Background: an optimization exercise with open tools, aiming at small area, a short achievable clock period and few clock cycles. Do not read the settings as production practice.
The RTL was checked by simulation tests, not by an equivalence proof against the original design.
No activity file was given, so power comes from the tool's default toggle rates.

File: design.v
module sbl_scanner #(
    parameter N_CELLS        = 36,
    parameter FLASH1_PERIOD  = 3,
    parameter FLASH2_PERIOD  = 1,
    parameter HOLD_THRESHOLD = 10,
    parameter SPI_MODE       = 0,
    parameter NB             = (N_CELLS + 7) / 8
) (
    input  wire            clk,
    input  wire            rst,
    input  wire            cmd_valid,
    output wire            cmd_ready,
    input  wire [63:0]     cmd_data,
    output wire            rsp_valid,
    input  wire            rsp_ready,
    output wire [63:0]     rsp_data,
    output wire            xfer_req,
    output wire [NB*8-1:0] xfer_out,
    input  wire            xfer_ack,
    input  wire            xfer_ok,
    input  wire [NB*8-1:0] xfer_in,
    input  wire [7:0]      xfer_reason
);
    localparam N = N_CELLS;
    localparam [3:0] K_DONE = 4'h0, K_SNAP = 4'h1, K_EIDX = 4'h8,
                     K_EXFR = 4'h9, K_EILL = 4'hB;
    reg [2*N-1:0]  st;      
    reg [N-1:0]    lamp;    
    reg [N-1:0]    tgl;     
    reg [N-1:0]    nch;     
    reg [N-1:0]    nho;     
    reg [N-1:0]    hep;     
    reg [N-1:0]    lsp;     
    reg [16*N-1:0] cnt;     
    reg [31:0]     sc;      
    reg [1:0]      sc_m3;   
    reg        rdy_q;       
    reg        vld_q;       
    reg        last_q;      
    reg        req_q;       
    reg        dec_q;       
    reg        get_q;       
    reg        set_q;       
    reg        com_q;       
    reg [63:0] rsp_q;
    reg [7:0]  cb_q;
    reg [15:0] cn_q;
    reg [N-1:0] chp;        
    reg [N-1:0] hop;        
    reg [N-1:0] prs;        
    reg        ok_q;
    reg [7:0]  rsn_q;
    reg [6:0]  k_q;
    assign cmd_ready = rdy_q;
    assign rsp_valid = vld_q;
    assign rsp_data  = rsp_q;
    assign xfer_req  = req_q;
    wire [NB*8-1:0] tx = {{(NB*8-N){1'b0}}, lamp};
    wire [NB*8-1:0] rx_bytes;
    genvar gj, gk;
    generate
        for (gj = 0; gj < NB; gj = gj + 1) begin : g_rev
            for (gk = 0; gk < 8; gk = gk + 1) begin : g_bit
                assign xfer_out[8*gj + 7 - gk] = tx[8*gj + gk];
                assign rx_bytes[8*gj + gk]     = xfer_in[8*gj + 7 - gk];
            end
        end
    endgenerate
    wire [N-1:0] prs_in = ~rx_bytes[N-1:0];
    wire [3:0]  opc     = cmd_data[3:0];
    wire [15:0] c_pos   = cmd_data[31:16];
    wire        rsv_bad = (cmd_data[7:4] != 4'd0) || (cmd_data[63:48] != 16'd0);
    wire        c_set   = !rsv_bad && (opc == 4'h1);
    wire        c_get   = !rsv_bad && (opc == 4'h2) && (cmd_data[15:8] == 8'd0) &&
                          (cmd_data[47:32] == 16'd0);
    wire        c_run   = (cmd_data == 64'h3);
    wire        pos_ok  = (c_pos < N);
    wire        c_sg    = c_set | c_get;
    wire [63:0] simple_w = {32'd0, (c_sg && !pos_ok) ? c_pos : 16'd0, 12'd0,
                            c_sg ? (pos_ok ? K_DONE : K_EIDX) : K_EILL};
    wire [N-1:0] pos_oh;
    genvar gi;
    generate
        for (gi = 0; gi < N; gi = gi + 1) begin : g_pos
            assign pos_oh[gi] = (c_pos == gi);
        end
    endgenerate
    wire f1tog = (sc_m3 == 2'd0);
    wire [N-1:0]    enc;         
    wire [N-1:0]    ge10;        
    wire [N-1:0]    e_chg_in, e_hold_in;
    wire [N-1:0]    chg_ev, hold_ev, is_down;
    wire [16*N-1:0] new_cnt;     
    generate
        for (gi = 0; gi < N; gi = gi + 1) begin : g_cell
            wire [1:0]  s = st[2*gi +: 2];
            wire [15:0] c = cnt[16*gi +: 16];
            assign enc[gi] = (s == 2'd0) ? 1'b0 :
                             (s == 2'd1) ? 1'b1 :
                             (s == 2'd2) ? (lamp[gi] ^ f1tog) : ~lamp[gi];
            assign ge10[gi] = (c >= HOLD_THRESHOLD);
            assign e_chg_in[gi]  = nch[gi] & (prs_in[gi] ^ lsp[gi]);
            assign e_hold_in[gi] = nho[gi] & prs_in[gi] & ge10[gi];
            assign chg_ev[gi]    = nch[gi] & (prs[gi] ^ lsp[gi]);
            assign hold_ev[gi]   = nho[gi] & prs[gi] & ge10[gi];
            assign is_down[gi]   = prs[gi] & ~lsp[gi];
            wire        pv  = get_q | prs[gi];
            wire [16:0] sum = {1'b0, c} + {16'd0, ~get_q};
            assign new_cnt[16*gi +: 16] = !pv ? 16'd0 : (sum[16] ? 16'hFFFF : sum[15:0]);
        end
    endgenerate
    wire [N-1:0] pend = chp | hop;
    reg  [N-1:0] below;
    integer i, b;
    always @(*) begin
        below[0] = 1'b0;
        for (i = 1; i < N; i = i + 1)
            below[i] = below[i-1] | pend[i-1];
    end
    wire [N-1:0] oh = pend & ~below;
    wire         any = |pend;
    reg [15:0] s_cnt;
    reg [1:0]  s_st;
    reg        s_lamp, s_tgl, s_nch, s_nho, s_hep, s_lsp, s_chg;
    reg [5:0]  s_pos;
    always @(*) begin
        s_cnt = 16'd0; s_st = 2'd0; s_lamp = 1'b0; s_tgl = 1'b0; s_nch = 1'b0;
        s_nho = 1'b0; s_hep = 1'b0; s_lsp = 1'b0; s_chg = 1'b0; s_pos = 6'd0;
        for (i = 0; i < N; i = i + 1) begin
            s_cnt  = s_cnt  | ({16{oh[i]}} & new_cnt[16*i +: 16]);
            s_st   = s_st   | ({2{oh[i]}} & st[2*i +: 2]);
            s_lamp = s_lamp | (oh[i] & lamp[i]);
            s_tgl  = s_tgl  | (oh[i] & tgl[i]);
            s_nch  = s_nch  | (oh[i] & nch[i]);
            s_nho  = s_nho  | (oh[i] & nho[i]);
            s_hep  = s_hep  | (oh[i] & hep[i]);
            s_lsp  = s_lsp  | (oh[i] & lsp[i]);
            s_chg  = s_chg  | (oh[i] & chp[i]);
            s_pos  = s_pos  | ({6{oh[i]}} & i[5:0]);
        end
    end
    wire        w_hep  = get_q ? s_hep : ~s_chg;
    wire [63:0] snap_w = {16'd0, s_cnt, 10'd0, s_pos,
                          s_lsp, w_hep, s_nho, s_nch, s_tgl, s_lamp, s_st, 4'd0, K_SNAP};
    wire [63:0] done_w = {sc, 9'd0, k_q, 12'd0, K_DONE};
    wire [63:0] exfr_w = {48'd0, rsn_q, 4'd0, K_EXFR};
    wire [63:0] dec_w  = (dec_q && !ok_q) ? exfr_w : (any ? snap_w : done_w);
    wire        dec_last = get_q | !ok_q | !any;
    wire ld     = !vld_q | rsp_ready;
    wire dec_ld = (dec_q & ld) | get_q;
    wire take   = vld_q & rsp_ready;
    wire accept = rdy_q & cmd_valid;
    always @(posedge clk) begin
        if (rdy_q) begin
            rsp_q <= simple_w;
            cb_q  <= cmd_data[15:8];
            cn_q  <= cmd_data[47:32];
            chp   <= pos_oh;
            hop   <= {N{1'b0}};
        end else if (req_q) begin
            prs   <= prs_in;
            ok_q  <= xfer_ok;
            rsn_q <= xfer_reason;
            chp   <= e_chg_in;
            hop   <= e_hold_in;
            k_q   <= 7'd0;
        end else if (dec_ld) begin
            rsp_q <= dec_w;
            if (dec_q && ok_q && any) begin
                chp <= chp & ~oh;
                hop <= hop & (~oh | chp);
                k_q <= k_q + 7'd1;
            end
        end
        if (rst) begin
            st    <= {2*N{1'b0}};
            lamp  <= {N{1'b0}};
            tgl   <= {N{1'b0}};
            nch   <= {N{1'b0}};
            nho   <= {N{1'b0}};
            hep   <= {N{1'b0}};
            lsp   <= {N{1'b0}};
            cnt   <= {16*N{1'b0}};
            sc    <= 32'd0;
            sc_m3 <= 2'd0;
            rdy_q <= 1'b1;
            vld_q <= 1'b0;
            last_q <= 1'b0;
            req_q <= 1'b0;
            dec_q <= 1'b0;
            get_q <= 1'b0;
            set_q <= 1'b0;
            com_q <= 1'b0;
        end else begin
            for (i = 0; i < N; i = i + 1) begin
                if (accept && c_run)
                    lamp[i] <= enc[i];
                if (set_q && chp[i]) begin
                    st[2*i +: 2]    <= cb_q[1:0];
                    tgl[i]          <= cb_q[3];
                    nch[i]          <= cb_q[4];
                    nho[i]          <= cb_q[5];
                    hep[i]          <= cb_q[6];
                    lsp[i]          <= cb_q[7];
                    cnt[16*i +: 16] <= cn_q;
                end
                if (com_q) begin
                    cnt[16*i +: 16] <= new_cnt[16*i +: 16];
                    hep[i] <= hold_ev[i] ? 1'b1 : (chg_ev[i] ? 1'b0 : hep[i]);
                    if (tgl[i] && is_down[i])
                        st[2*i +: 2] <= (st[2*i +: 2] == 2'd0) ? 2'd1 : 2'd0;
                    lsp[i] <= prs[i];
                end
            end
            if (com_q) begin
                sc    <= sc + 32'd1;
                sc_m3 <= (&sc || sc_m3 == 2'd2) ? 2'd0 : sc_m3 + 2'd1;
            end
            set_q <= 1'b0;
            get_q <= 1'b0;
            com_q <= 1'b0;
            if (take) begin
                vld_q <= 1'b0;
                if (last_q) begin
                    last_q <= 1'b0;
                    rdy_q  <= 1'b1;
                end
            end
            if (accept) begin
                rdy_q <= 1'b0;
                if (c_run) begin
                    req_q <= 1'b1;
                end else if (c_get && pos_ok) begin
                    get_q <= 1'b1;
                end else begin
                    vld_q  <= 1'b1;
                    last_q <= 1'b1;
                    set_q  <= c_set && pos_ok;
                end
            end
            if (req_q && xfer_ack) begin
                req_q <= 1'b0;
                dec_q <= 1'b1;
            end
            if (dec_ld) begin
                vld_q  <= 1'b1;
                last_q <= dec_last;
                if (dec_q && dec_last) begin
                    dec_q <= 1'b0;
                    com_q <= ok_q;
                end
            end
        end
    end
endmodule
File: run.sh
#!/bin/bash
# synth_recipe.tcl (not shown) runs the flow's synth.tcl, then flattens the netlist and writes it again
# the make line also repeats each setting of config.mk as NAME=value (left out here)
make -C /OpenROAD-flow-scripts/flow DESIGN_CONFIG=/design/flow/config.mk WORK_HOME=/design/flow/orfs CLKGATE_MAP_FILE= SYNTH_SCRIPT=/design/flow/synth_recipe.tcl finish
File: config.mk
export PLATFORM = sky130hd
export DESIGN_NAME = sbl_scanner
export DESIGN_NICKNAME = sbl_scanner
export VERILOG_FILES = /design/flow/design.v
export SDC_FILE = /design/flow/constraint.sdc
export NUM_CORES = 4
export LEC_CHECK = 0
export CAP_MARGIN = 20
export CORE_MARGIN = 2
export CORE_UTILIZATION = 30
export PLACE_DENSITY = 0.45
export SLEW_MARGIN = 20
File: constraint.sdc
create_clock -name core_clock -period 12.0 [get_ports {clk}]
set_input_delay 2.4000 -clock core_clock [delete_from_list [all_inputs] [get_ports {clk}]]
set_output_delay 2.4000 -clock core_clock [all_outputs]
set_load 0.01 [all_outputs]
==> run summary, run 1 <==
- Leak: 0.02661 uW
- Final setup fails: 0
- # IOs: 225
- Layout Skew: 0.06035 ns
- Synth warn: 1
- CP startpoint kind: flop
- CTS tree: built
- Post-synth top cells: nand2_1, dfxtp_1, nor2_1
- Routability cong.: 1.008
- PwrDens: 112.1 nW/um^2
- Post-route ant nets: 0
- Post-CTS Resized: 0
- Synth area leaders: dfxtp_1, nand2_1, a21oi_1
- Final total negative setup slack: 0 ns
- Die W: 496.8 um
- Fillers: 25480
- Vias: 82570
- Vias in the first global route: 74330
- H-tree Lvls: 4
- Detailed Routing Iterations Pass 1: 6
- Routed WL: 442.0 mm
- Seq/Total Area, Yosys: 32.35%
- Post-CTS setup buffers: 0
- Max clock buf depth: 3
- Reg area: 23580 sq um
- Post-detail-place hpwl: 319.2 mm
- Fin cells: 12860
- Outcome: finished clean
- Reg clk slew, reported paths: 0.06 ns
- Core box area: 241000 sq um
- Relative slew slack: 10.17%
- Area share of the largest cell type after synthesis: 26.99%
- Total Die Area: 246800 sq um
- GR Overflow Total: 0
- DP Cell Count: 12560
- Maximum Capacitance Violations: 0
- Via/cell ratio: 6.423
- Port Buffers: 211
- Final period util: 49.10%
- RSZ-0062 raised after global routing: false
- Largest net degree at the start of global routing: 179
- Root buf cell: clkbuf_16
- Die H: 496.8 um
- Clock buffer count from CTS: 147
- Row cnt: 180
- CP Capture Type: flop
- Kind of critical path: flop to flop
- Hold path depth: 2
- Post-synth EDFFs: 130
- Total power: 9309 uW
- Number of DRC markers in iteration 0: 11650
- Worst r2r path cells: 13
- Post-Synthesis Cells: 9787
- Data required, critical path: 12.73 ns
- Drc violations: 0
- Arr. time, crit path: 6.63 ns
- Ys async rst share: 0%
- First-pass GRT wire length: 604.5 mm
- Syn Area/Cell: 7.443 sq um
- Clock latency on the worst-skew pair: 0.86 ns
- Clk sinks: 1112
- Max VDD drop: 0.1087 mV
- Top-count cell post-synth: nand2_1
- Multi-input logic area: 45460 sq um
- Routed WL per cell: 34.39 um
- Post-route minimum period: 5.892 ns
- Tightest Pin Transition: 1.337 ns
- Max Slew Vio Count: 0
- Synthesized area: 72840 sq um
- Achievable frequency: 0.1697 GHz
- Tot GR Track Use: 34.31%
- Post-synthesis cell type count: 99
- Ys flop type: dfxtp_1
- Final hold violation count: 0
- Final design utilization: 34.47%
- Critical path peak fanout: 32
- CTS Hold Buffers Added: 0
- Yosys top cell by area: dfxtp_1
- Share of post-route cells with drive strength above 1: 7.382%
- Fin nets: 9754
- Tightest Hold Check Type: flop to flop
- WHS: 0.4547 ns
- FF+latch count, synth: 1112
- Area grow syn2layout: 14.03%
- Initial Utilization: 30.23%
- Antenna violations before repair: 56
path summary, 6_finish.rpt:
check / startpoint / to / slack, ns
setup / recovery: get_q / rsp_q[35] / 6.11
hold / removal: nho[5] / nho[5] / 0.45
setup reg to reg: get_q / rsp_q[35] / 6.11
hold reg to reg: nho[5] / nho[5] / 0.45
placed cells by master (no fill, tap or decap), types with 34 or more instances in the layout:
cell type | synthesis | layout
a221oi_1 | 34 | 34
a21oi_1 | 806 | 805
and3_1 | 353 | 353
clkbuf_1 | 789 | 35
and4_1 | 83 | 82
a41oi_1 | 39 | 36
inv_1 | 176 | 174
o211ai_1 | 70 | 70
a22o_1 | 47 | 47
nor4_1 | 243 | 235
nor2_1 | 886 | 884
dfxtp_1 | 982 | 977
nand4_1 | 224 | 224
o22a_1 | 104 | 104
and2_1 | 54 | 52
mux2_2 | 62 | 62
a31oi_1 | 136 | 136
ha_1 | 112 | 111
nand2_1 | 1310 | 1306
buf_4 | 15 | 231
a211oi_1 | 406 | 405
mux2i_1 | 180 | 180
edfxtp_1 | 130 | 130
clkbuf_16 | 0 | 148
o21ai_0 | 393 | 391
nor3_1 | 198 | 193
nand3_1 | 614 | 614
or2_2 | 62 | 62
o22ai_1 | 96 | 96
clkdlybuf4s50_1 | 0 | 210
o221ai_1 | 50 | 50
or4_1 | 42 | 42
xor2_1 | 127 | 127
a311oi_1 | 132 | 132
a22oi_1 | 75 | 75
or3_1 | 67 | 67
xnor2_1 | 187 | 187
through the flow:
step / setup slack, ns / cell area [sq um]
after floorplan: 7.127 / 72870
after global placement: 5.730 / 77700
after detailed placement: 5.683 / 77780
after CTS: 6.330 / 82950
after global routing: 6.150 / 83010
final: 6.108 / 83060
critical path, stage by stage (launching register included):
cell and delay, ns:
dfxtp_4 0.69, inv_2 0.08, buf_4 0.30, buf_4 0.43
ha_1 0.34, ha_1 0.22, nand3_1 0.21, nor3_1 0.14
and3_1 0.34, o21ai_0 0.56, o21ai_0 0.32, nor4_1 0.78
o221ai_1 0.75, o31a_1 0.48
sequential cells by signal, summed over array words and instances, names as in the netlist, 32 cells and up:
register  flops
lsp          36
lamp         36
tgl          36
nho          36
nch          36
sc           32
hop          36
hep          36
cnt         576
st           72
chp          36
rsp_q        59
prs          36
per-layer routing:
metal,track usage [%],vias up,share of wire [%]
li1,-,35910,-
met1,44.49,40810,40
met2,50.76,4792,42
met3,8.917,1025,10
met4,20.83,24,7.2
met5,0,-,0.037
power by group:
group,internal [uW],switching [uW],leakage (uW),total [uW]
combinational,119,508,0.0149,627
sequential,3780,30.4,0.00920,3810
clock,2830,2040,0.00252,4870
total,6730,2580,0.0266,9310
area by class of cell:
type	instances	area share, %
well taps	3185	4.798
inverters	180	0.8255
repair buffers	456	4.962
multi-input cells	7627	54.73
clock buffers	211	5.081
flip-flops and latches	1112	28.39
diodes	25	0.07531
clock inverters	59	1.140
kinds of logic (layout without fill, tap and decap cells):
kind of cell               count (synthesis)  count (layout)  share of synthesized area, %
AOI/OAI and AO/OA                       2700            2700                         24.52
adders and majority gates                112             112                         1.924
muxes                                    242             242                         3.432
buffers and inverters                   1056             906                         5.608
and+or+nand+nor                         4250            4250                         28.39
other                                      1              34                      0.005148
xor gates and xnor gates                 314             314                         3.775
DFF                                     1112            1112                         32.35
Testbench counts, summed over its fixed seeds: cycles 23,175.
==> run 2: changes to the inputs <==
--- a/design.v
+++ b/design.v
@@ -49,7 +49,6 @@
     reg [N-1:0] hop;        
     reg [N-1:0] prs;        
     reg        ok_q;
-    reg [7:0]  rsn_q;
     reg [6:0]  k_q;
     assign cmd_ready = rdy_q;
     assign rsp_valid = vld_q;
@@ -143,13 +142,33 @@
     wire [63:0] snap_w = {16'd0, s_cnt, 10'd0, s_pos,
                           s_lsp, w_hep, s_nho, s_nch, s_tgl, s_lamp, s_st, 4'd0, K_SNAP};
     wire [63:0] done_w = {sc, 9'd0, k_q, 12'd0, K_DONE};
-    wire [63:0] exfr_w = {48'd0, rsn_q, 4'd0, K_EXFR};
-    wire [63:0] dec_w  = (dec_q && !ok_q) ? exfr_w : (any ? snap_w : done_w);
+    wire [63:0] dec_w  = any ? snap_w : done_w;
     wire        dec_last = get_q | !ok_q | !any;
     wire ld     = !vld_q | rsp_ready;
     wire dec_ld = (dec_q & ld) | get_q;
     wire take   = vld_q & rsp_ready;
     wire accept = rdy_q & cmd_valid;
+    wire [7:0]  wcb = rst ? 8'd0  : cb_q;
+    wire [15:0] wcn = rst ? 16'd0 : cn_q;
+    always @(posedge clk) begin
+        for (i = 0; i < N; i = i + 1) begin
+            if (rst || (set_q && chp[i])) begin
+                st[2*i +: 2]    <= wcb[1:0];
+                tgl[i]          <= wcb[3];
+                nch[i]          <= wcb[4];
+                nho[i]          <= wcb[5];
+                hep[i]          <= wcb[6];
+                lsp[i]          <= wcb[7];
+                cnt[16*i +: 16] <= wcn;
+            end else if (com_q) begin
+                cnt[16*i +: 16] <= new_cnt[16*i +: 16];
+                hep[i] <= hold_ev[i] ? 1'b1 : (chg_ev[i] ? 1'b0 : hep[i]);
+                if (tgl[i] && is_down[i])
+                    st[2*i +: 2] <= (st[2*i +: 2] == 2'd0) ? 2'd1 : 2'd0;
+                lsp[i] <= prs[i];
+            end
+        end
+    end
     always @(posedge clk) begin
         if (rdy_q) begin
             rsp_q <= simple_w;
@@ -160,12 +179,13 @@
         end else if (req_q) begin
             prs   <= prs_in;
             ok_q  <= xfer_ok;
-            rsn_q <= xfer_reason;
+            rsp_q <= {48'd0, xfer_reason, 4'd0, K_EXFR};
             chp   <= e_chg_in;
             hop   <= e_hold_in;
             k_q   <= 7'd0;
         end else if (dec_ld) begin
-            rsp_q <= dec_w;
+            if (!dec_q || ok_q)
+                rsp_q <= dec_w;
             if (dec_q && ok_q && any) begin
                 chp <= chp & ~oh;
                 hop <= hop & (~oh | chp);
@@ -173,14 +193,7 @@
             end
         end
         if (rst) begin
-            st    <= {2*N{1'b0}};
             lamp  <= {N{1'b0}};
-            tgl   <= {N{1'b0}};
-            nch   <= {N{1'b0}};
-            nho   <= {N{1'b0}};
-            hep   <= {N{1'b0}};
-            lsp   <= {N{1'b0}};
-            cnt   <= {16*N{1'b0}};
             sc    <= 32'd0;
             sc_m3 <= 2'd0;
             rdy_q <= 1'b1;
@@ -192,26 +205,9 @@
             set_q <= 1'b0;
             com_q <= 1'b0;
         end else begin
-            for (i = 0; i < N; i = i + 1) begin
+            for (i = 0; i < N; i = i + 1)
                 if (accept && c_run)
                     lamp[i] <= enc[i];
-                if (set_q && chp[i]) begin
-                    st[2*i +: 2]    <= cb_q[1:0];
-                    tgl[i]          <= cb_q[3];
-                    nch[i]          <= cb_q[4];
-                    nho[i]          <= cb_q[5];
-                    hep[i]          <= cb_q[6];
-                    lsp[i]          <= cb_q[7];
-                    cnt[16*i +: 16] <= cn_q;
-                end
-                if (com_q) begin
-                    cnt[16*i +: 16] <= new_cnt[16*i +: 16];
-                    hep[i] <= hold_ev[i] ? 1'b1 : (chg_ev[i] ? 1'b0 : hep[i]);
-                    if (tgl[i] && is_down[i])
-                        st[2*i +: 2] <= (st[2*i +: 2] == 2'd0) ? 2'd1 : 2'd0;
-                    lsp[i] <= prs[i];
-                end
-            end
             if (com_q) begin
                 sc    <= sc + 32'd1;
                 sc_m3 <= (&sc || sc_m3 == 2'd2) ? 2'd0 : sc_m3 + 2'd1;
==> flow/run.sh (new file) <==
#!/bin/bash
# Standard ORFS layout, with repair_timing asked to leave a setup margin so
# that the optimiser keeps working on timing below the 12 ns clock.
set -euo pipefail
bash standard.sh SETUP_SLACK_MARGIN=8.5 finish > standard_flow.log 2>&1
==> standard.sh (new file) <==
#!/bin/bash
# synth_recipe.tcl (not shown) runs the flow's synth.tcl, then flattens the netlist and writes it again
# the make line also repeats each setting of config.mk as NAME=value (left out here)
make -C /OpenROAD-flow-scripts/flow DESIGN_CONFIG=/design/flow/config.mk WORK_HOME=/design/flow/orfs CLKGATE_MAP_FILE= SYNTH_SCRIPT=/design/flow/synth_recipe.tcl "${@:-finish}"
--- a/config.mk
+++ b/config.mk
@@ -7,6 +7,6 @@
 export LEC_CHECK = 0
 export CAP_MARGIN = 20
 export CORE_MARGIN = 2
-export CORE_UTILIZATION = 30
-export PLACE_DENSITY = 0.45
+export CORE_UTILIZATION = 50
+export PLACE_DENSITY = 0.6
 export SLEW_MARGIN = 20
removed: run.sh
==> run 2 against run 1 <==
Die area down 40%; total power up 11%; flip-flop and latch count down 8; sequential power up about 20%; combinational power up 120%; routed wire length down 8.0%; clock-buffer cell count down 22; cell area up 8.8%; clock skew down 0.016 ns; largest power group is now sequential cells.
==> run summary, run 2 <==
- Slowest Stage Delay on Critical Path: 0.47 ns
- Critical path's slowest cell: o21ai_1
- First-pass GRT wire length: 547.5 mm
- PwrDens: 113.9 nW/um^2
- Row cnt: 140
- Max Slew Vio Count: 0
- Final hold violation count: 0
- Detailed Routing Iterations Pass 1: 13
- Achievable frequency: 0.2368 GHz
- Vias in the first global route: 70870
- Worst r2r path cells: 15
- Post-synth EDFFs: 950
- Maximum Capacitance Violations: 0
- Port Buffers: 211
- Ys async rst share: 0%
- Most common cell after layout, fill and taps aside: nand2_1
- Total Die Area: 148800 sq um
- Number of DRC markers in iteration 0: 16070
- Routed WL: 406.6 mm
- Clock latency on the worst-skew pair: 0.83 ns
- Routed WL per cell: 37.35 um
- CP startpoint kind: flop
- Synthesized area: 72860 sq um
- Drc violations: 0
- Antenna violations before repair: 39
- Area share of the largest cell type after synthesis: 39.15%
- Fin nets: 9063
- Max VDD drop: 0.1249 mV
- Arr. time, crit path: 4.91 ns
- Clock buffer count from CTS: 136
- Leak: 0.03158 uW
- Reg clk slew, reported paths: 0.06 ns
- Initial Utilization: 50.17%
- CTS Hold Buffers Added: 0
- Post-detail-place hpwl: 274.3 mm
- Core box area: 145200 sq um
- CTS tree: built
- Die W: 385.7 um
- Max reg flops: 576
- Hold path depth: 1
- RSZ-0062 raised after global routing: true
- Synth warn: 1
- GR Overflow Total: 0
- Reg with most FFs: cnt
- Ys flop type: edfxtp_1
- Clk sinks: 1104
- Via/cell ratio: 7.474
- Syn Area/Cell: 8.594 sq um
- Tot GR Track Use: 52.27%
- Reg2Reg Setup Slack: 7.78 ns
- Tightest Hold Check Type: flop to flop
- Reg-to-Reg Start: get_q
- Critical path peak fanout: 8
- Final design utilization: 62.24%
- Top-count cell post-synth: nand2_1
- Outcome: finished clean
- Tightest Pin Transition: 1.386 ns
- Commonest cells after routing, fill and taps aside: nand2_1, edfxtp_1, nor2_1, a21oi_1, buf_4
- Hold EP: rsp_q[57]
- Hold_sp: rsp_q[57]
- FF-to-FF End: rsp_q[42]
- Yosys top cell by area: edfxtp_1
- Largest net degree at the start of global routing: 160
- Seq/Total Area, Yosys: 43.39%
- Die H: 385.7 um
- CP dominant cell by count: nand4_1
- Post-route minimum period: 4.223 ns
- Root buf cell: clkbuf_16
- # IOs: 225
- Largest regs: cnt (576), st (72), rsp_q (59)
- Post-Synthesis Cells: 8478
- Share of post-route cells with drive strength above 1: 20.11%
- Relative slew slack: 6.756%
- Vias: 81360
- FF+latch count, synth: 1104
- Synth area leaders: edfxtp_1, nand2_1, a21oi_1
- H-tree Lvls: 4
- Data required, critical path: 12.68 ns
- Final period util: 35.20%
- Post-synth top cells: nand2_1, edfxtp_1, nor2_1
- Layout Skew: 0.04387 ns
- Max clock buf depth: 3
- Post-synthesis cell type count: 102
- CP Capture Type: flop
- Final setup fails: 0
- Kind of critical path: flop to flop
- Area grow syn2layout: 24.05%
- Final total negative setup slack: 0 ns
- Routability cong.: 1.090
- Post-route ant nets: 0
- CP Cell Sequence: clkinvlp_4 > buf_12 > buf_16 > buf_6 > buf_8 > ha_4 > nand4_1 > buf_4 > o31a_1 > o21ai_1 > o211ai_1 > a2111o_1 > nor4_4 > nand4_1 > o21a_1
==> run 2: critical path: cells and delay by family, from the launching register on <==
kind	cells	cell delay, ns
buffers and inverters	6	0.96
adder cells (fa/ha/maj)	1	0.15
flip-flops	1	0.38
AND/OR/NAND/NOR	3	0.97
AO/OA/AOI/OAI	5	1.60
==> run 2: area by class of cell <==
type | count | area [sq um]
Antenna cell | 24 | 60.06
Multi-Input combinational cell | 6565 | 43080
Timing Repair Buffer | 782 | 7515
Sequential cell | 1104 | 31870
Tap cell | 1917 | 2399
Inverter | 244 | 930.9
Clock buffer | 189 | 3931
Clock inverter | 61 | 591.8
Fill cell | 12390 | 54840
==> run 2: logic make-up (layout without fill, tap and decap cells) <==
logic type,after synthesis,after routing,share of synthesized area [%]
AOI/OAI and AO/OA,2232,2232,19.83
xor gates and xnor gates,324,324,3.895
adders and majority gates,112,112,1.923
buffers and inverters,819,1276,4.391
DFF,1104,1104,43.39
muxes,98,98,1.388
other,1,33,0.005147
and+or+nand+nor,3788,3790,25.18
==> run 2: worst max-delay path by stage <==
| stage | end | from | slack [ns] |
|---|---|---|---|
| after floorplan | lamp[25] | cmd_data[37] | 7.89 |
| after global placement | rsp_q[42] | rsp_ready | 6.14 |
| after detailed placement | rsp_q[42] | rsp_ready | 6.08 |
| after CTS | rsp_q[42] | get_q | 8.03 |
| after global routing | lamp[26] | cmd_data[3] | 7.90 |
| final | rsp_q[42] | get_q | 7.78 |
==> run 2: power by group <==
part	switching, uW	internal (uW)
logic	984	391
registers	232	4340
clock network	1860	2490
total	3070	7220
==> run 2: layer usage <==
layer,vias up,track usage (%),share of wire (%)
li1,32820,-,-
met2,7793,68.18,38
met3,1757,26.06,19
met5,-,0.1624,0.20
met1,38960,66.06,34
met4,32,37.20,9.3
==> run 2: stage by stage <==
stage	cell area (sq um)	hold WS [ns]	setup WS [ns]	power, uW	cells
6_report	90380	0.4817	7.777	10290	10890
4_1_cts	88060	0.4854	8.026	10080	10750
3_5_place_dp	77560	0.4662	6.078	5752	10220
5_1_grt	90330	0.4978	7.900	10390	10870
3_3_place_gp	77540	0.4636	6.135	5740	10220
2_1_floorplan	74000	0.4608	7.893	5167	8486
==> run 2: timing repair <==
action,CTS,global route
pin swaps,209,123
endpoints found under the setup margin,1193,407
buffers inserted,261,107
cloned,16,3
gates resized for setup,1468,277
Testbench counts of run 2, summed over its fixed seeds: cycles 23,175.
==> run 3: changes to the inputs <==
--- a/design.v
+++ b/design.v
@@ -26,6 +26,7 @@
                      K_EXFR = 4'h9, K_EILL = 4'hB;
     reg [2*N-1:0]  st;      
     reg [N-1:0]    lamp;    
+    reg [N-1:0]    tx_q;    
     reg [N-1:0]    tgl;     
     reg [N-1:0]    nch;     
     reg [N-1:0]    nho;     
@@ -52,9 +53,9 @@
     reg [6:0]  k_q;
     assign cmd_ready = rdy_q;
     assign rsp_valid = vld_q;
-    assign rsp_data  = rsp_q;
+    assign rsp_data  = {rsp_q[63:8], 4'd0, rsp_q[3:0]};
     assign xfer_req  = req_q;
-    wire [NB*8-1:0] tx = {{(NB*8-N){1'b0}}, lamp};
+    wire [NB*8-1:0] tx = {{(NB*8-N){1'b0}}, tx_q};
     wire [NB*8-1:0] rx_bytes;
     genvar gj, gk;
     generate
@@ -89,7 +90,8 @@
     wire [N-1:0]    ge10;        
     wire [N-1:0]    e_chg_in, e_hold_in;
     wire [N-1:0]    chg_ev, hold_ev, is_down;
-    wire [16*N-1:0] new_cnt;     
+    wire [16*N-1:0] sum;         
+    wire [N-1:0]    sat;         
     generate
         for (gi = 0; gi < N; gi = gi + 1) begin : g_cell
             wire [1:0]  s = st[2*gi +: 2];
@@ -103,9 +105,28 @@
             assign chg_ev[gi]    = nch[gi] & (prs[gi] ^ lsp[gi]);
             assign hold_ev[gi]   = nho[gi] & prs[gi] & ge10[gi];
             assign is_down[gi]   = prs[gi] & ~lsp[gi];
-            wire        pv  = get_q | prs[gi];
-            wire [16:0] sum = {1'b0, c} + {16'd0, ~get_q};
-            assign new_cnt[16*gi +: 16] = !pv ? 16'd0 : (sum[16] ? 16'hFFFF : sum[15:0]);
+            wire       cin = ~get_q;
+            wire [3:0] a;
+            wire [3:0] k;
+            wire [15:0] cy;
+            genvar gg, gb;
+            for (gg = 0; gg < 4; gg = gg + 1) begin : g_grp
+                assign a[gg] = &c[4*gg +: 4];
+                if (gg == 0) begin : g_k0
+                    assign k[gg] = cin;
+                end else begin : g_kn
+                    assign k[gg] = k[gg-1] & a[gg-1];
+                end
+                for (gb = 0; gb < 4; gb = gb + 1) begin : g_b
+                    if (gb == 0) begin : g_c0
+                        assign cy[4*gg] = k[gg];
+                    end else begin : g_cn
+                        assign cy[4*gg+gb] = cy[4*gg+gb-1] & c[4*gg+gb-1];
+                    end
+                end
+            end
+            assign sum[16*gi +: 16] = c ^ cy;
+            assign sat[gi] = k[3] & a[3];
         end
     endgenerate
     wire [N-1:0] pend = chp | hop;
@@ -120,13 +141,15 @@
     wire         any = |pend;
     reg [15:0] s_cnt;
     reg [1:0]  s_st;
-    reg        s_lamp, s_tgl, s_nch, s_nho, s_hep, s_lsp, s_chg;
+    reg        s_prs, s_sat, s_lamp, s_tgl, s_nch, s_nho, s_hep, s_lsp, s_chg;
     reg [5:0]  s_pos;
     always @(*) begin
-        s_cnt = 16'd0; s_st = 2'd0; s_lamp = 1'b0; s_tgl = 1'b0; s_nch = 1'b0;
+        s_cnt = 16'd0; s_prs = 1'b0; s_sat = 1'b0; s_st = 2'd0; s_lamp = 1'b0; s_tgl = 1'b0; s_nch = 1'b0;
         s_nho = 1'b0; s_hep = 1'b0; s_lsp = 1'b0; s_chg = 1'b0; s_pos = 6'd0;
         for (i = 0; i < N; i = i + 1) begin
-            s_cnt  = s_cnt  | ({16{oh[i]}} & new_cnt[16*i +: 16]);
+            s_cnt  = s_cnt  | ({16{oh[i]}} & sum[16*i +: 16]);
+            s_prs  = s_prs  | (oh[i] & prs[i]);
+            s_sat  = s_sat  | (oh[i] & sat[i]);
             s_st   = s_st   | ({2{oh[i]}} & st[2*i +: 2]);
             s_lamp = s_lamp | (oh[i] & lamp[i]);
             s_tgl  = s_tgl  | (oh[i] & tgl[i]);
@@ -139,7 +162,8 @@
         end
     end
     wire        w_hep  = get_q ? s_hep : ~s_chg;
-    wire [63:0] snap_w = {16'd0, s_cnt, 10'd0, s_pos,
+    wire [15:0] w_cnt  = (s_cnt | {16{s_sat}}) & {16{s_prs | get_q}};
+    wire [63:0] snap_w = {16'd0, w_cnt, 10'd0, s_pos,
                           s_lsp, w_hep, s_nho, s_nch, s_tgl, s_lamp, s_st, 4'd0, K_SNAP};
     wire [63:0] done_w = {sc, 9'd0, k_q, 12'd0, K_DONE};
     wire [63:0] dec_w  = any ? snap_w : done_w;
@@ -161,7 +185,8 @@
                 lsp[i]          <= wcb[7];
                 cnt[16*i +: 16] <= wcn;
             end else if (com_q) begin
-                cnt[16*i +: 16] <= new_cnt[16*i +: 16];
+                if (!(prs[i] && sat[i]))
+                    cnt[16*i +: 16] <= sum[16*i +: 16] & {16{prs[i]}};
                 hep[i] <= hold_ev[i] ? 1'b1 : (chg_ev[i] ? 1'b0 : hep[i]);
                 if (tgl[i] && is_down[i])
                     st[2*i +: 2] <= (st[2*i +: 2] == 2'd0) ? 2'd1 : 2'd0;
@@ -171,6 +196,7 @@
     end
     always @(posedge clk) begin
         if (rdy_q) begin
+            tx_q  <= enc;
             rsp_q <= simple_w;
             cb_q  <= cmd_data[15:8];
             cn_q  <= cmd_data[47:32];
@@ -205,9 +231,8 @@
             set_q <= 1'b0;
             com_q <= 1'b0;
         end else begin
-            for (i = 0; i < N; i = i + 1)
-                if (accept && c_run)
-                    lamp[i] <= enc[i];
+            if (req_q)
+                lamp <= tx_q;
             if (com_q) begin
                 sc    <= sc + 32'd1;
                 sc_m3 <= (&sc || sc_m3 == 2'd2) ? 2'd0 : sc_m3 + 2'd1;
--- a/config.mk
+++ b/config.mk
@@ -7,6 +7,6 @@
 export LEC_CHECK = 0
 export CAP_MARGIN = 20
 export CORE_MARGIN = 2
-export CORE_UTILIZATION = 50
-export PLACE_DENSITY = 0.6
+export CORE_UTILIZATION = 45
+export PLACE_DENSITY = 0.55
 export SLEW_MARGIN = 20
==> run 3 against run 2 <==
Still clean on timing, DRC and antenna; routed wire length fell by 11%; worst setup slack got worse by 0.25 ns; combinational power rose by 23%; non-clock buffer count fell by 84; die area rose by 0.68%; critical path depth fell by 5; cell area fell by 7.3%; first-iteration DRC count fell by 29%; clock skew fell by 0.018 ns; critical endpoint is now rsp_q[9].
==> run summary, run 3 <==
- Outcome: finished clean
- Routability cong.: 1.093
- Max reg flops: 576
- Final Cell Area: 83820 sq um
- Hold path depth: 2
- Vias in the first global route: 59080
- Tightest Hold Check Type: flop to flop
- Final setup fails: 0
- Clk sinks: 1140
- Hold_sp: rsp_q[56]
- CP Capture Type: flop
- Post-Synthesis Cells: 6194
- Post-synthesis cell type count: 84
- Routed WL: 363.4 mm
- H-tree Lvls: 4
- Drc violations: 0
- GR Overflow Total: 0
- Largest net degree at the start of global routing: 56
- Core box area: 145700 sq um
- Post-route ant nets: 0
- Crit path max-delay family: simple AND/OR/NAND/NOR gates
- Multi-input logic area: 36690 sq um
- Worst r2r path cells: 16
- Post-detail-place hpwl: 250.6 mm
- Top-count cell post-synth: edfxtp_1
- Vias: 64360
- Die H: 387.0 um
- FF+latch count, synth: 1140
- CP endpoint: rsp_q[9]
- Area grow syn2layout: 26.95%
- Total Die Area: 149800 sq um
- Bufs and invs on worst path: 1
- CP Cell Sequence: buf_8 > nand2b_4 > a21o_4 > a21oi_4 > a222oi_1 > nand4_1 > a21oi_2 > nand4_1 > nor4_4 > a221oi_2
- Reg area: 32790 sq um
- Max VDD drop: 0.1212 mV
- Row cnt: 140
- Arr. time, crit path: 5.10 ns
- Maximum Capacitance Violations: 0
- Share of post-route cells with drive strength above 1: 24.98%
- Root buf cell: clkbuf_16
- Final period util: 37.30%
- FF-to-FF End: rsp_q[42]
- Synth warn: 1
- Post-synth top cells: edfxtp_1, a22o_1, nand2_1
- Routed WL per cell: 41.91 um
- Clock latency on the worst-skew pair: 0.80 ns
- Yosys top cell by area: edfxtp_1
- Synth area leaders: edfxtp_1, ha_1, a22o_1
- Syn Area/Cell: 10.66 sq um
- Fin nets: 7222
- Reg2Reg Setup Slack: 7.66 ns
- Number of DRC markers in iteration 0: 11390
- Relative slew slack: 12.95%
- Final total negative setup slack: 0 ns
- Seq/Total Area, Yosys: 49.52%
- Max clock buf depth: 3
- RSZ-0062 raised after global routing: true
- Critical path's slowest cell: nor4_4
- Largest regs: cnt (576), st (72), rsp_q (59)
- Commonest cells after routing, fill and taps aside: edfxtp_1, a22o_1, nand2_1, ha_1, buf_4
- Port Buffers: 211
- Total power: 10580 uW
- Placed cell areas: 71450 sq um
- Ys async rst share: 0%
- CP startpoint kind: input pin
- Final hold violation count: 0
- Area share of the largest cell type after synthesis: 44.85%
- Antenna violations before repair: 28
- Slowest Stage Delay on Critical Path: 0.72 ns
- WHS: 0.4603 ns
- Initial Utilization: 45.30%
- Leak: 0.03136 uW
- Post-route minimum period: 4.476 ns
- Reg clk slew, reported paths: 0.06 ns
- Die W: 387.0 um
- Kind of critical path: input pin to flop
- Fillers: 12490
- Tot GR Track Use: 46.72%
- Via/cell ratio: 7.422
- Critical path depth: 10
- PwrDens: 126.3 nW/um^2
- Critical path peak fanout: 2
- Tightest Pin Transition: 1.306 ns
- Ys flop type: edfxtp_1
- Final design utilization: 57.51%
- Most common cell after layout, fill and taps aside: edfxtp_1
- Reg with most FFs: cnt
- CTS tree: built
- Layout Skew: 0.02563 ns
- Reg-to-Reg Start: get_q
- Max Slew Vio Count: 0
- Achievable frequency: 0.2234 GHz
- First-pass GRT wire length: 486.6 mm
- # IOs: 225
- CP dominant cell by count: nand4_1
- Synthesized area: 66020 sq um
- Detailed Routing Iterations Pass 1: 7
- Critical path startpoint: rsp_ready
- Clock buffer count from CTS: 139
- Post-synth EDFFs: 986
- Data required, critical path: 12.63 ns
==> run 3: cell count changes after synthesis, sizes merged, moves of 92 or more <==
cell / previous run / this run
a21oi: 847 / 146
nand2: 1165 / 484
nor2: 881 / 399
a22o: 34 / 485
ha: 112 / 472
nand3: 371 / 161
o22ai: 108 / 259
clkbuf: 496 / 349
xor2: 142 / 49
and3: 150 / 58
==> run 3: worst reg2reg max path: stages, from the launching register on <==
cell and delay [ns]:
dfxtp_4 0.36, buf_12 0.13, buf_16 0.15, or3_4 0.44, nor2_4 0.12, ha_4 0.15
ha_4 0.13, ha_4 0.21, o21ai_4 0.07, o41ai_4 0.14, a32o_2 0.31, a211o_1 0.32
a2111oi_4 0.41, nand4_1 0.29, a2111oi_4 0.73, a31o_1 0.24, a21oi_2 0.03
==> run 3: layout make-up <==
class | count | area share [%]
multi-input combinational | 4455 | 43.77
sequential | 1140 | 39.12
timing repair buffer | 698 | 8.100
clock buffer | 199 | 4.789
tap | 1917 | 2.862
inverter | 198 | 0.9300
clock inverter | 52 | 0.3926
antenna | 12 | 0.03583
==> run 3: power by group <==
part           internal [uW]  switching (uW)
clock                   2370            1840
combinational            519            1170
sequential              4500             186
total                   7390            3200
==> run 3: cell families after synthesis <==
group,share of synthesized area (%)
AND/OR/NAND/NOR,15.10
AO/OA/AOI/OAI,19.43
flip-flops,49.52
buffers and inverters,3.646
adder cells (fa/ha/maj),8.945
XOR/XNOR,2.786
multiplexers,0.5761
other,0.005680
==> run 3: timing repair <==
item                                    4_1_cts  5_1_grt
cloned                                       17        3
gates resized for setup                    1339      301
buffers inserted                            265       71
endpoints found under the setup margin     1419      366
pin swaps                                   241      161
hold buffers                                  0        0
==> run 3: per-stage QoR <==
step,std cells,setup slack (ns)
6_report,8671,7.524
5_1_grt,8659,7.558
4_1_cts,8584,7.728
3_5_place_dp,8051,6.088
3_3_place_gp,8050,6.113
2_1_floorplan,6202,7.975
==> run 3: how the worst min path moves through the flow <==
| stage | endpoint |
|---|---|
| final | rsp_q[56] |
| after global routing | rsp_q[51] |
| after CTS | rsp_q[56] |
| after detailed placement | rsp_q[51] |
| after global placement | rsp_q[54] |
| after floorplan | hop[35] |
==> run 3: routing by layer <==
metal / GRT usage (%) / vias to the layer above / routed length, um
li1: - / 25490 / -
met1: 61.22 / 31770 / 132000
met2: 63.37 / 5732 / 142600
met3: 18.54 / 1348 / 59200
met4: 30.66 / 20 / 29400
met5: 0 / - / 264
Testbench counts of run 3, summed over its fixed seeds: cycles 23,175.
==> run 4: changes to the inputs <==
--- a/design.v
+++ b/design.v
@@ -48,6 +48,8 @@
     reg [15:0] cn_q;
     reg [N-1:0] chp;        
     reg [N-1:0] hop;        
+    reg [N-1:0] oh;         
+    reg         any;        
     reg [N-1:0] prs;        
     reg        ok_q;
     reg [6:0]  k_q;
@@ -105,7 +107,7 @@
             assign chg_ev[gi]    = nch[gi] & (prs[gi] ^ lsp[gi]);
             assign hold_ev[gi]   = nho[gi] & prs[gi] & ge10[gi];
             assign is_down[gi]   = prs[gi] & ~lsp[gi];
-            wire       cin = ~get_q;
+            wire       cin = prs[gi];
             wire [3:0] a;
             wire [3:0] k;
             wire [15:0] cy;
@@ -129,7 +131,9 @@
             assign sat[gi] = k[3] & a[3];
         end
     endgenerate
-    wire [N-1:0] pend = chp | hop;
+    wire [N-1:0] chp_n = chp & ~oh;
+    wire [N-1:0] hop_n = hop & ~(oh & ~chp);
+    wire [N-1:0] pend  = req_q ? (e_chg_in | e_hold_in) : (chp_n | hop_n);
     reg  [N-1:0] below;
     integer i, b;
     always @(*) begin
@@ -137,8 +141,8 @@
         for (i = 1; i < N; i = i + 1)
             below[i] = below[i-1] | pend[i-1];
     end
-    wire [N-1:0] oh = pend & ~below;
-    wire         any = |pend;
+    wire [N-1:0] oh_n  = pend & ~below;
+    wire         any_n = |pend;
     reg [15:0] s_cnt;
     reg [1:0]  s_st;
     reg        s_prs, s_sat, s_lamp, s_tgl, s_nch, s_nho, s_hep, s_lsp, s_chg;
@@ -166,7 +170,7 @@
     wire [63:0] snap_w = {16'd0, w_cnt, 10'd0, s_pos,
                           s_lsp, w_hep, s_nho, s_nch, s_tgl, s_lamp, s_st, 4'd0, K_SNAP};
     wire [63:0] done_w = {sc, 9'd0, k_q, 12'd0, K_DONE};
-    wire [63:0] dec_w  = any ? snap_w : done_w;
+    wire [63:0] dec_w  = (any | get_q) ? snap_w : done_w;
     wire        dec_last = get_q | !ok_q | !any;
     wire ld     = !vld_q | rsp_ready;
     wire dec_ld = (dec_q & ld) | get_q;
@@ -176,7 +180,7 @@
     wire [15:0] wcn = rst ? 16'd0 : cn_q;
     always @(posedge clk) begin
         for (i = 0; i < N; i = i + 1) begin
-            if (rst || (set_q && chp[i])) begin
+            if (rst || (set_q && oh[i])) begin
                 st[2*i +: 2]    <= wcb[1:0];
                 tgl[i]          <= wcb[3];
                 nch[i]          <= wcb[4];
@@ -197,24 +201,28 @@
     always @(posedge clk) begin
         if (rdy_q) begin
             tx_q  <= enc;
+            prs   <= {N{1'b0}};
             rsp_q <= simple_w;
             cb_q  <= cmd_data[15:8];
             cn_q  <= cmd_data[47:32];
-            chp   <= pos_oh;
-            hop   <= {N{1'b0}};
+            oh    <= pos_oh;
         end else if (req_q) begin
             prs   <= prs_in;
             ok_q  <= xfer_ok;
             rsp_q <= {48'd0, xfer_reason, 4'd0, K_EXFR};
             chp   <= e_chg_in;
             hop   <= e_hold_in;
+            oh    <= oh_n;
+            any   <= any_n;
             k_q   <= 7'd0;
         end else if (dec_ld) begin
             if (!dec_q || ok_q)
                 rsp_q <= dec_w;
             if (dec_q && ok_q && any) begin
-                chp <= chp & ~oh;
-                hop <= hop & (~oh | chp);
+                chp <= chp_n;
+                hop <= hop_n;
+                oh  <= oh_n;
+                any <= any_n;
                 k_q <= k_q + 7'd1;
             end
         end
==> flow/run.sh (replaced) <==
#!/bin/bash
# Standard ORFS layout, with repair_timing asked to leave a setup margin so
# that the optimiser keeps working on timing below the 12 ns clock.
set -euo pipefail
bash standard.sh SETUP_SLACK_MARGIN=8.2 finish > standard_flow.log 2>&1
--- a/config.mk
+++ b/config.mk
@@ -7,6 +7,6 @@
 export LEC_CHECK = 0
 export CAP_MARGIN = 20
 export CORE_MARGIN = 2
-export CORE_UTILIZATION = 45
-export PLACE_DENSITY = 0.55
+export CORE_UTILIZATION = 40
+export PLACE_DENSITY = 0.5
 export SLEW_MARGIN = 20
==> run 4 against run 3 <==
Worst setup slack better by 0.35 ns; worst hold slack worse by 0.0098 ns; routed wire length up 14%; sequential share of layout area up 3.3 points; cell area down 4.8%; largest cell class is now sequential cells; register-to-register slack better by 0.21 ns; synthesized area up 1.1%; largest power group unchanged.
==> run summary, run 4 <==
- Data required, critical path: 12.72 ns
- Total power: 10490 uW
- CP dominant cell by count: nor4_4
- CTS Hold Buffers Added: 0
- Outcome: finished clean
- Layout Skew: 0.04002 ns
- Antenna violations before repair: 38
- Fillers: 15200
- Cell-internal power: 7362 uW
- Max clock buf depth: 3
- Post-synth top cells: edfxtp_1, ha_1, a22o_1
- # IOs: 225
- CP Cell Sequence: buf_4 > nand3_1 > nor4_4 > ha_1 > a22o_1 > a221oi_4 > nand3_2 > nor4_4 > nand4_1 > o21a_1
- Routability cong.: 1.133
- Sw Ratio: 29.82%
- Post-Synthesis Cells: 6097
- Placed cell areas: 72020 sq um
- Ys async rst share: 0%
- Core box area: 165400 sq um
- Kind of critical path: flop to flop
- Seq/Total Area, Yosys: 50.65%
- Via/cell ratio: 7.177
- CTS tree: built
- Final Cell Area: 79770 sq um
- Tightest Hold Check Type: flop to flop
- Detailed Routing Iterations Pass 1: 8
- RSZ-0062 raised after global routing: true
- Final hold violation count: 0
- Bufs and invs on worst path: 1
- Share of post-route cells with drive strength above 1: 15.99%
- Maximum Capacitance Violations: 0
- Initial Utilization: 40.36%
- Largest regs: cnt (576), st (72), rsp_q (59)
- Leak: 0.02969 uW
- Row cnt: 149
- Combinational fraction of design power: 12.4%
- Crit path max-delay family: simple AND/OR/NAND/NOR gates
- Slowest Stage Delay on Critical Path: 0.62 ns
- Post-synth EDFFs: 1023
- Switching pwr: 3129 uW
- Max Slew Vio Count: 0
- Fin nets: 6966
- CP Capture Type: flop
- Die W: 412.5 um
- Achievable frequency: 0.2424 GHz
- PwrDens: 131.5 nW/um^2
- Vias: 62170
- Routed WL: 413.2 mm
- FF+latch count, synth: 1177
- Arr. time, crit path: 4.85 ns
- Synthesized area: 66740 sq um
- Critical path's slowest cell: nand4_1
- Ys flop type: edfxtp_1
- Relative slew slack: 9.078%
- Synth warn: 1
- Final setup fails: 0
- Most common cell after layout, fill and taps aside: edfxtp_1
- Routed WL per cell: 47.70 um
- Area share of the largest cell type after synthesis: 46.03%
- Drc violations: 0
- Hold_sp: rsp_q[48]
- Share of power burned in registers: 45.7%
- GR Overflow Total: 0
- Syn Area/Cell: 10.95 sq um
- Largest net degree at the start of global routing: 97
- Commonest cells after routing, fill and taps aside: edfxtp_1, ha_1, a22o_1, nand2_1, nor2_1
- Max reg flops: 576
- Post-route ant nets: 0
- Reg with most FFs: cnt
- Clk sinks: 1177
- Die H: 412.5 um
- Reg-to-Reg Start: prs[8]
- Clock latency on the worst-skew pair: 0.85 ns
- Post-detail-place hpwl: 307.1 mm
- Port Buffers: 211
- Final total negative setup slack: 0 ns
- H-tree Lvls: 4
- CP startpoint kind: flop
- Area grow syn2layout: 19.52%
- Tot GR Track Use: 47.26%
- Post-synthesis cell type count: 77
- Yosys top cell by area: edfxtp_1
- Tightest Pin Transition: 1.364 ns
- Synth area leaders: edfxtp_1, ha_1, a22o_1
- Final period util: 34.38%
- Vias in the first global route: 56060
- Number of DRC markers in iteration 0: 10930
- First-pass GRT wire length: 530.1 mm
- Clock buffer count from CTS: 146
- Root buf cell: clkbuf_16
- Max VDD drop: 0.1561 mV
- Critical path peak fanout: 9
- Total Die Area: 170100 sq um
- Critical path startpoint: prs[8]
- Top-count cell post-synth: edfxtp_1
- Reg clk slew, reported paths: 0.07 ns
- Post-route minimum period: 4.126 ns
- Clock power frac: 41.9%
[run 4: changes by cell type after synthesis, moves of 30 or more]
cell / previous run / this run
nor2b_1: 22 / 59
a22o_1: 485 / 455
a31oi_1: 52 / 1
ha_1: 472 / 508
a222oi_1: 37 / 2
nor3_1: 168 / 94
nand2_1: 483 / 451
nand4_1: 228 / 183
o21ai_0: 234 / 166
a22oi_1: 141 / 262
nor4_1: 215 / 182
edfxtp_1: 986 / 1023
and2_1: 75 / 109
[run 4: tightest hold or removal path: stages, from the launching register on]
cell and delay [ns]:
dfxtp_1 0.31, nand2_1 0.05, a21oi_1 0.05
[run 4: worst paths after layout]
check | to | slack, ns | depth (start not counted)
max | rsp_q[44] | 7.87 | 10
min | rsp_q[48] | 0.45 | 2
max reg2reg | rsp_q[44] | 7.87 | 10
min reg2reg | rsp_q[48] | 0.45 | 2
[run 4: metal layers]
metal / track usage [%] / wire length (um) / vias to the layer above
li1: - / - / 24420
met1: 59.93 / 152600 / 31660
met2: 64.37 / 162400 / 4945
met3: 18.76 / 59420 / 1125
met4: 34.98 / 38390 / 20
met5: 0 / 309 / -
[run 4: area by class of cell]
class	instances	area [sq um]	share of cell area [%]
Multi-Input combinational cell	4303	33210	41.63
Inverter	204	784.5	0.9835
Sequential cell	1177	33860	42.45
Timing Repair Buffer	508	4601	5.768
Antenna cell	19	47.55	0.05961
Tap cell	2189	2739	3.434
Clock inverter	69	530.5	0.6651
Clock buffer	193	3996	5.010
[run 4: cell families (layout without fill, tap and decap cells)]
kind of cell / after synthesis / after routing / synth area share (%)
simple gates: 1813 / 1814 / 13.77
compound gates: 1724 / 1725 / 19.05
flops: 1177 / 1177 / 50.65
buf+inv: 627 / 974 / 3.695
fa+ha+maj: 508 / 508 / 9.524
xor+xnor: 209 / 209 / 2.743
mux: 38 / 38 / 0.5699
other cells: 1 / 28 / 0.005619
[run 4: power groups by stage]
stage | logic (uW) | clock network (uW) | registers (uW)
after CTS | 1190 | 4390 | 4770
after detailed placement | 1140 | 0 | 4860
after floorplan | 451 | 0 | 4770
after global routing | 1260 | 4540 | 4790
final | 1300 | 4400 | 4790
after global placement | 1140 | 0 | 4860
[run 4: stage by stage]
step                      setup WS [ns]  utilization [%]  cells  hold slack, ns
final                             7.874            48.24   8662          0.4505
after CTS                         7.977            47.36   8606          0.4512
after global placement            6.119            43.54   8255          0.4421
after floorplan                   7.371                -   6105          0.4462
after detailed placement          6.097            43.55   8256          0.4458
after global routing              7.993            48.22   8648          0.4670
[run 4: repair_timing]
item / CTS / global route
buffers inserted: 85 / 34
resized for setup: 758 / 215
pin swaps: 66 / 85
setup endpoints to repair: 1255 / 338
cloned: 3 / 3
Testbench counts of run 4, summed over its fixed seeds: cycles 23,175.
==> run 5: changes to the inputs <==
--- a/design.v
+++ b/design.v
@@ -26,7 +26,6 @@
                      K_EXFR = 4'h9, K_EILL = 4'hB;
     reg [2*N-1:0]  st;      
     reg [N-1:0]    lamp;    
-    reg [N-1:0]    tx_q;    
     reg [N-1:0]    tgl;     
     reg [N-1:0]    nch;     
     reg [N-1:0]    nho;     
@@ -46,8 +45,8 @@
     reg [63:0] rsp_q;
     reg [7:0]  cb_q;
     reg [15:0] cn_q;
-    reg [N-1:0] chp;        
-    reg [N-1:0] hop;        
+    reg [N-1:0] msk;        
+    reg         cdn;        
     reg [N-1:0] oh;         
     reg         any;        
     reg [N-1:0] prs;        
@@ -57,7 +56,7 @@
     assign rsp_valid = vld_q;
     assign rsp_data  = {rsp_q[63:8], 4'd0, rsp_q[3:0]};
     assign xfer_req  = req_q;
-    wire [NB*8-1:0] tx = {{(NB*8-N){1'b0}}, tx_q};
+    wire [NB*8-1:0] tx = {{(NB*8-N){1'b0}}, lamp};
     wire [NB*8-1:0] rx_bytes;
     genvar gj, gk;
     generate
@@ -90,7 +89,7 @@
     wire f1tog = (sc_m3 == 2'd0);
     wire [N-1:0]    enc;         
     wire [N-1:0]    ge10;        
-    wire [N-1:0]    e_chg_in, e_hold_in;
+    wire [N-1:0]    ev_in;       
     wire [N-1:0]    chg_ev, hold_ev, is_down;
     wire [16*N-1:0] sum;         
     wire [N-1:0]    sat;         
@@ -102,8 +101,8 @@
                              (s == 2'd1) ? 1'b1 :
                              (s == 2'd2) ? (lamp[gi] ^ f1tog) : ~lamp[gi];
             assign ge10[gi] = (c >= HOLD_THRESHOLD);
-            assign e_chg_in[gi]  = nch[gi] & (prs_in[gi] ^ lsp[gi]);
-            assign e_hold_in[gi] = nho[gi] & prs_in[gi] & ge10[gi];
+            assign ev_in[gi]     = (nch[gi] & (prs_in[gi] ^ lsp[gi])) |
+                                   (nho[gi] & prs_in[gi] & ge10[gi]);
             assign chg_ev[gi]    = nch[gi] & (prs[gi] ^ lsp[gi]);
             assign hold_ev[gi]   = nho[gi] & prs[gi] & ge10[gi];
             assign is_down[gi]   = prs[gi] & ~lsp[gi];
@@ -131,9 +130,9 @@
             assign sat[gi] = k[3] & a[3];
         end
     endgenerate
-    wire [N-1:0] chp_n = chp & ~oh;
-    wire [N-1:0] hop_n = hop & ~(oh & ~chp);
-    wire [N-1:0] pend  = req_q ? (e_chg_in | e_hold_in) : (chp_n | hop_n);
+    wire [N-1:0] both = oh & chg_ev & hold_ev;
+    wire         stay = (|both) & ~cdn;
+    wire [N-1:0] pend = req_q ? ev_in : ((chg_ev | hold_ev) & ~msk & ~oh);
     reg  [N-1:0] below;
     integer i, b;
     always @(*) begin
@@ -161,11 +160,11 @@
             s_nho  = s_nho  | (oh[i] & nho[i]);
             s_hep  = s_hep  | (oh[i] & hep[i]);
             s_lsp  = s_lsp  | (oh[i] & lsp[i]);
-            s_chg  = s_chg  | (oh[i] & chp[i]);
+            s_chg  = s_chg  | (oh[i] & chg_ev[i]);
             s_pos  = s_pos  | ({6{oh[i]}} & i[5:0]);
         end
     end
-    wire        w_hep  = get_q ? s_hep : ~s_chg;
+    wire        w_hep  = get_q ? s_hep : ~(s_chg & ~cdn);
     wire [15:0] w_cnt  = (s_cnt | {16{s_sat}}) & {16{s_prs | get_q}};
     wire [63:0] snap_w = {16'd0, w_cnt, 10'd0, s_pos,
                           s_lsp, w_hep, s_nho, s_nch, s_tgl, s_lamp, s_st, 4'd0, K_SNAP};
@@ -200,7 +199,6 @@
     end
     always @(posedge clk) begin
         if (rdy_q) begin
-            tx_q  <= enc;
             prs   <= {N{1'b0}};
             rsp_q <= simple_w;
             cb_q  <= cmd_data[15:8];
@@ -210,8 +208,8 @@
             prs   <= prs_in;
             ok_q  <= xfer_ok;
             rsp_q <= {48'd0, xfer_reason, 4'd0, K_EXFR};
-            chp   <= e_chg_in;
-            hop   <= e_hold_in;
+            msk   <= {N{1'b0}};
+            cdn   <= 1'b0;
             oh    <= oh_n;
             any   <= any_n;
             k_q   <= 7'd0;
@@ -219,10 +217,14 @@
             if (!dec_q || ok_q)
                 rsp_q <= dec_w;
             if (dec_q && ok_q && any) begin
-                chp <= chp_n;
-                hop <= hop_n;
-                oh  <= oh_n;
-                any <= any_n;
+                if (stay) begin
+                    cdn <= 1'b1;
+                end else begin
+                    cdn <= 1'b0;
+                    msk <= msk | oh;
+                    oh  <= oh_n;
+                    any <= any_n;
+                end
                 k_q <= k_q + 7'd1;
             end
         end
@@ -239,8 +241,8 @@
             set_q <= 1'b0;
             com_q <= 1'b0;
         end else begin
-            if (req_q)
-                lamp <= tx_q;
+            if (accept && c_run)
+                lamp <= enc;
             if (com_q) begin
                 sc    <= sc + 32'd1;
                 sc_m3 <= (&sc || sc_m3 == 2'd2) ? 2'd0 : sc_m3 + 2'd1;
==> run 5 against run 4 <==
First-iteration DRC count up 1.8%; non-clock buffer count up 84; cell area down 1.1%; synthesized area down 3.3%; global-route usage up 1.8 points; fmax down 0.62%; clock-buffer cell count up 11; flip-flop and latch count down 71; sequential power down 6.9%; utilization up 0.97 points; combinational power about the same; largest power group unchanged; highest routed layer unchanged.
==> run summary, run 5 <==
- Post-detail-place hpwl: 307.8 mm
- Ys flop type: edfxtp_1
- Total Die Area: 164600 sq um
- Top-count cell post-synth: edfxtp_1
- Outcome: finished clean
- Largest net degree at the start of global routing: 151
- Row cnt: 147
- Final Cell Area: 78920 sq um
- Post-synth top cells: edfxtp_1, a22o_1, ha_1
- Final hold violation count: 0
- Commonest cells after routing, fill and taps aside: edfxtp_1, a22o_1, ha_1, nor2_1, nand2_1
- Post-synth EDFFs: 952
- Data required, critical path: 12.67 ns
- Syn Area/Cell: 10.71 sq um
- Ys async rst share: 0%
- Max reg flops: 576
- Area share of the largest cell type after synthesis: 44.28%
- Post-synthesis cell type count: 86
- Placed cell areas: 70380 sq um
- Reg with most FFs: cnt
- Number of DRC markers in iteration 0: 11130
- CP Capture Type: flop
- Most common cell after layout, fill and taps aside: edfxtp_1
- H-tree Lvls: 4
- Post-route minimum period: 4.152 ns
- CP startpoint kind: input pin
- WHS: 0.4522 ns
- Synth area leaders: edfxtp_1, ha_1, a22o_1
- FF+latch count, synth: 1106
- Fillers: 14770
- Root buf cell: clkbuf_16
- Vias: 62530
- Kind of critical path: input pin to flop
- Fin nets: 6970
- Final period util: 34.60%
- PwrDens: 126.6 nW/um^2
- Multi-input logic area: 33620 sq um
- # IOs: 225
- Port Buffers: 211
- Tightest Hold Check Type: flop to flop
- Initial Utilization: 40.25%
- Routed WL per cell: 48.08 um
- Largest regs: cnt (576), st (72), rsp_q (59)
- Clock buffer count from CTS: 138
- GR Overflow Total: 0
- Reg clk slew, reported paths: 0.06 ns
- Detailed Routing Iterations Pass 1: 7
- Critical path startpoint: cmd_data[31]
- Max VDD drop: 0.1569 mV
- Critical path peak fanout: 5
- RSZ-0062 raised after global routing: true
- Layout Skew: 0.04521 ns
- Clk sinks: 1106
- Post-route ant nets: 0
- Antenna violations before repair: 55
- Synth warn: 1
- Synthesized area: 64550 sq um
- Share of post-route cells with drive strength above 1: 18.19%
- Worst r2r path cells: 9
- Vias in the first global route: 55430
- Max clock buf depth: 3
- Post-Synthesis Cells: 6028
- Final total negative setup slack: 0 ns
- Die W: 405.7 um
- Drc violations: 0
- Final setup fails: 0
- Tightest Pin Transition: 1.259 ns
- Core box area: 160400 sq um
- Yosys top cell by area: edfxtp_1
- Seq/Total Area, Yosys: 49.06%
- Arr. time, crit path: 4.83 ns
- Reg2Reg Setup Slack: 8.00 ns
- CTS tree: built
- Leak: 0.02960 uW
- Reg-to-Reg Start: prs[6]
- Maximum Capacitance Violations: 0
- FF-to-FF End: rsp_q[45]
- Via/cell ratio: 7.232
- Routed WL: 415.7 mm
- Routability cong.: 1.123
- Area grow syn2layout: 22.26%
- Relative slew slack: 16.10%
- Max Slew Vio Count: 0
- Tot GR Track Use: 49.02%
- Achievable frequency: 0.2409 GHz
- Die H: 405.7 um
- Clock latency on the worst-skew pair: 0.82 ns
- CP endpoint: lamp[8]
- First-pass GRT wire length: 530.8 mm
- Reg area: 31850 sq um
## run 5: cell types whose count changed in the layout (fill, tap and decap cells not counted), sizes merged, moves of 33 or more
cell and change:
a22oi -137, o21a -107, edfxtp -71, nor2 +68, a221oi +64, a22o +57
buf +49, a311oi +42, o211ai -39, nand2 -38, a21oi +34, a32o -33
or3 -33
## run 5: worst min-delay path by stage
stage / start / to / slack (ns) / cells after the start
after CTS: rsp_q[53] / rsp_q[53] / 0.45 / 2
after floorplan: sc_m3[0] / sc_m3[0] / 0.44 / 2
after global routing: rsp_q[63] / rsp_q[63] / 0.47 / 2
after detailed placement: rsp_q[53] / rsp_q[53] / 0.45 / 2
after global placement: rsp_q[61] / rsp_q[61] / 0.44 / 2
final: rsp_q[53] / rsp_q[53] / 0.45 / 2
## run 5: through the flow
stage	util [%]	power (uW)	worst slack [ns]	cells
after floorplan	-	4948	7.589	6036
after global placement	43.86	5679	5.864	8136
after detailed placement	43.88	5681	5.847	8138
after CTS	48.43	9847	7.969	8564
after global routing	49.17	10080	7.813	8618
final	49.21	9996	7.848	8646
## run 5: repair_timing
item / 4_1_cts / 5_1_grt
setup buffers: 161 / 47
hold endpoints to repair: 0 / 0
resized for setup: 761 / 200
endpoints found under the setup margin: 1589 / 415
hold buffers: 0 / 0
pin swaps: 104 / 109
cloned: 11 / 6
## run 5: cells by family (layout without fill, tap and decap cells)
kind of cell | after synthesis | count (layout) | synth area share, %
buffers and inverters | 626 | 1046 | 3.733
AOI/OAI and AO/OA | 1700 | 1700 | 19.51
muxes | 41 | 41 | 0.6396
adders and majority gates | 508 | 508 | 9.846
DFF | 1106 | 1106 | 49.06
other | 1 | 37 | 0.005809
and+or+nand+nor | 1833 | 1835 | 14.31
xor gates and xnor gates | 213 | 213 | 2.890
## run 5: cell type report
| type | instances | share of cell area, % |
|---|---|---|
| timing repair buffer | 592 | 7.025 |
| inverter | 200 | 0.9623 |
| tap | 2160 | 3.424 |
| sequential | 1106 | 40.36 |
| antenna | 28 | 0.08878 |
| clock buffer | 204 | 4.973 |
| clock inverter | 50 | 0.5707 |
| multi-input combinational | 4306 | 42.60 |
## run 5: metal layers
metal  GRT usage [%]  up-vias  part of all wire, %
met1           60.48    31190                   36
met4           41.92       36                   11
met5               0        -                0.083
met3           19.96     1356                   14
met2           65.74     5422                   39
li1                -    24530                    -
## run 5: worst max-delay path: stages
cell and delay [ns]:
buf_6 0.09, or4_4 0.56, nor4_4 0.27, buf_4 0.18
nor4b_4 0.23, buf_4 0.18, nand3_4 0.07, nor2_4 0.15
buf_6 0.11, buf_8 0.12, buf_12 0.13, buf_12 0.10
buf_16 0.12, a311oi_1 0.09
## run 5: power by group
part           switching, uW  internal [uW]  total, uW  leakage (uW)
registers                158           4300       4460        0.0111
logic                    991            324       1310        0.0164
clock network           1860           2360       4220       0.00213
total                   3010           6990      10000        0.0296
Testbench counts of run 5, summed over its fixed seeds: cycles 23,175.

-- afterwards: timing with drivers on the ports --
The results above use ideal ports. As a check the final layouts listed here were re-extracted and re-timed, cells and wires unchanged.
Step 1 (the two cells are an assumption about what drives the block):
set clk [get_ports {clk}]
set_driving_cell -lib_cell sky130_fd_sc_hd__clkbuf_16 $clk
set_driving_cell -lib_cell sky130_fd_sc_hd__buf_2 [delete_from_list [all_inputs] $clk]
Step 2 adds t to the input delays and takes it off the output delays; t is the mean of the earliest and latest rising clock arrival at the registers after step 1. Input paths then give back, and output paths get back, about the clock's delay inside the block.
Slacks: no drivers / after step 1 / after step 2; pairs: no drivers / after step 1.
run	shift t [ns]	setup WS [ns]	worst setup path after step 2	pins driven straight from the clock port
run 1	0.928	6.108 / 6.108 / 5.436	input to register	1
run 2	0.894	7.777 / 7.777 / 7.017	input to register	1
run 3	0.866	7.524 / 7.540 / 6.674	input to register	1
run 4	0.923	7.874 / 7.874 / 7.187	input to register	1
run 5	0.889	7.848 / 7.903 / 7.015	input to register	1
After both steps every run listed still meets setup and hold. For run 3, which loses most, drivers alone change the setup slack by +0.016 ns; drivers and shift together by -0.850 ns.
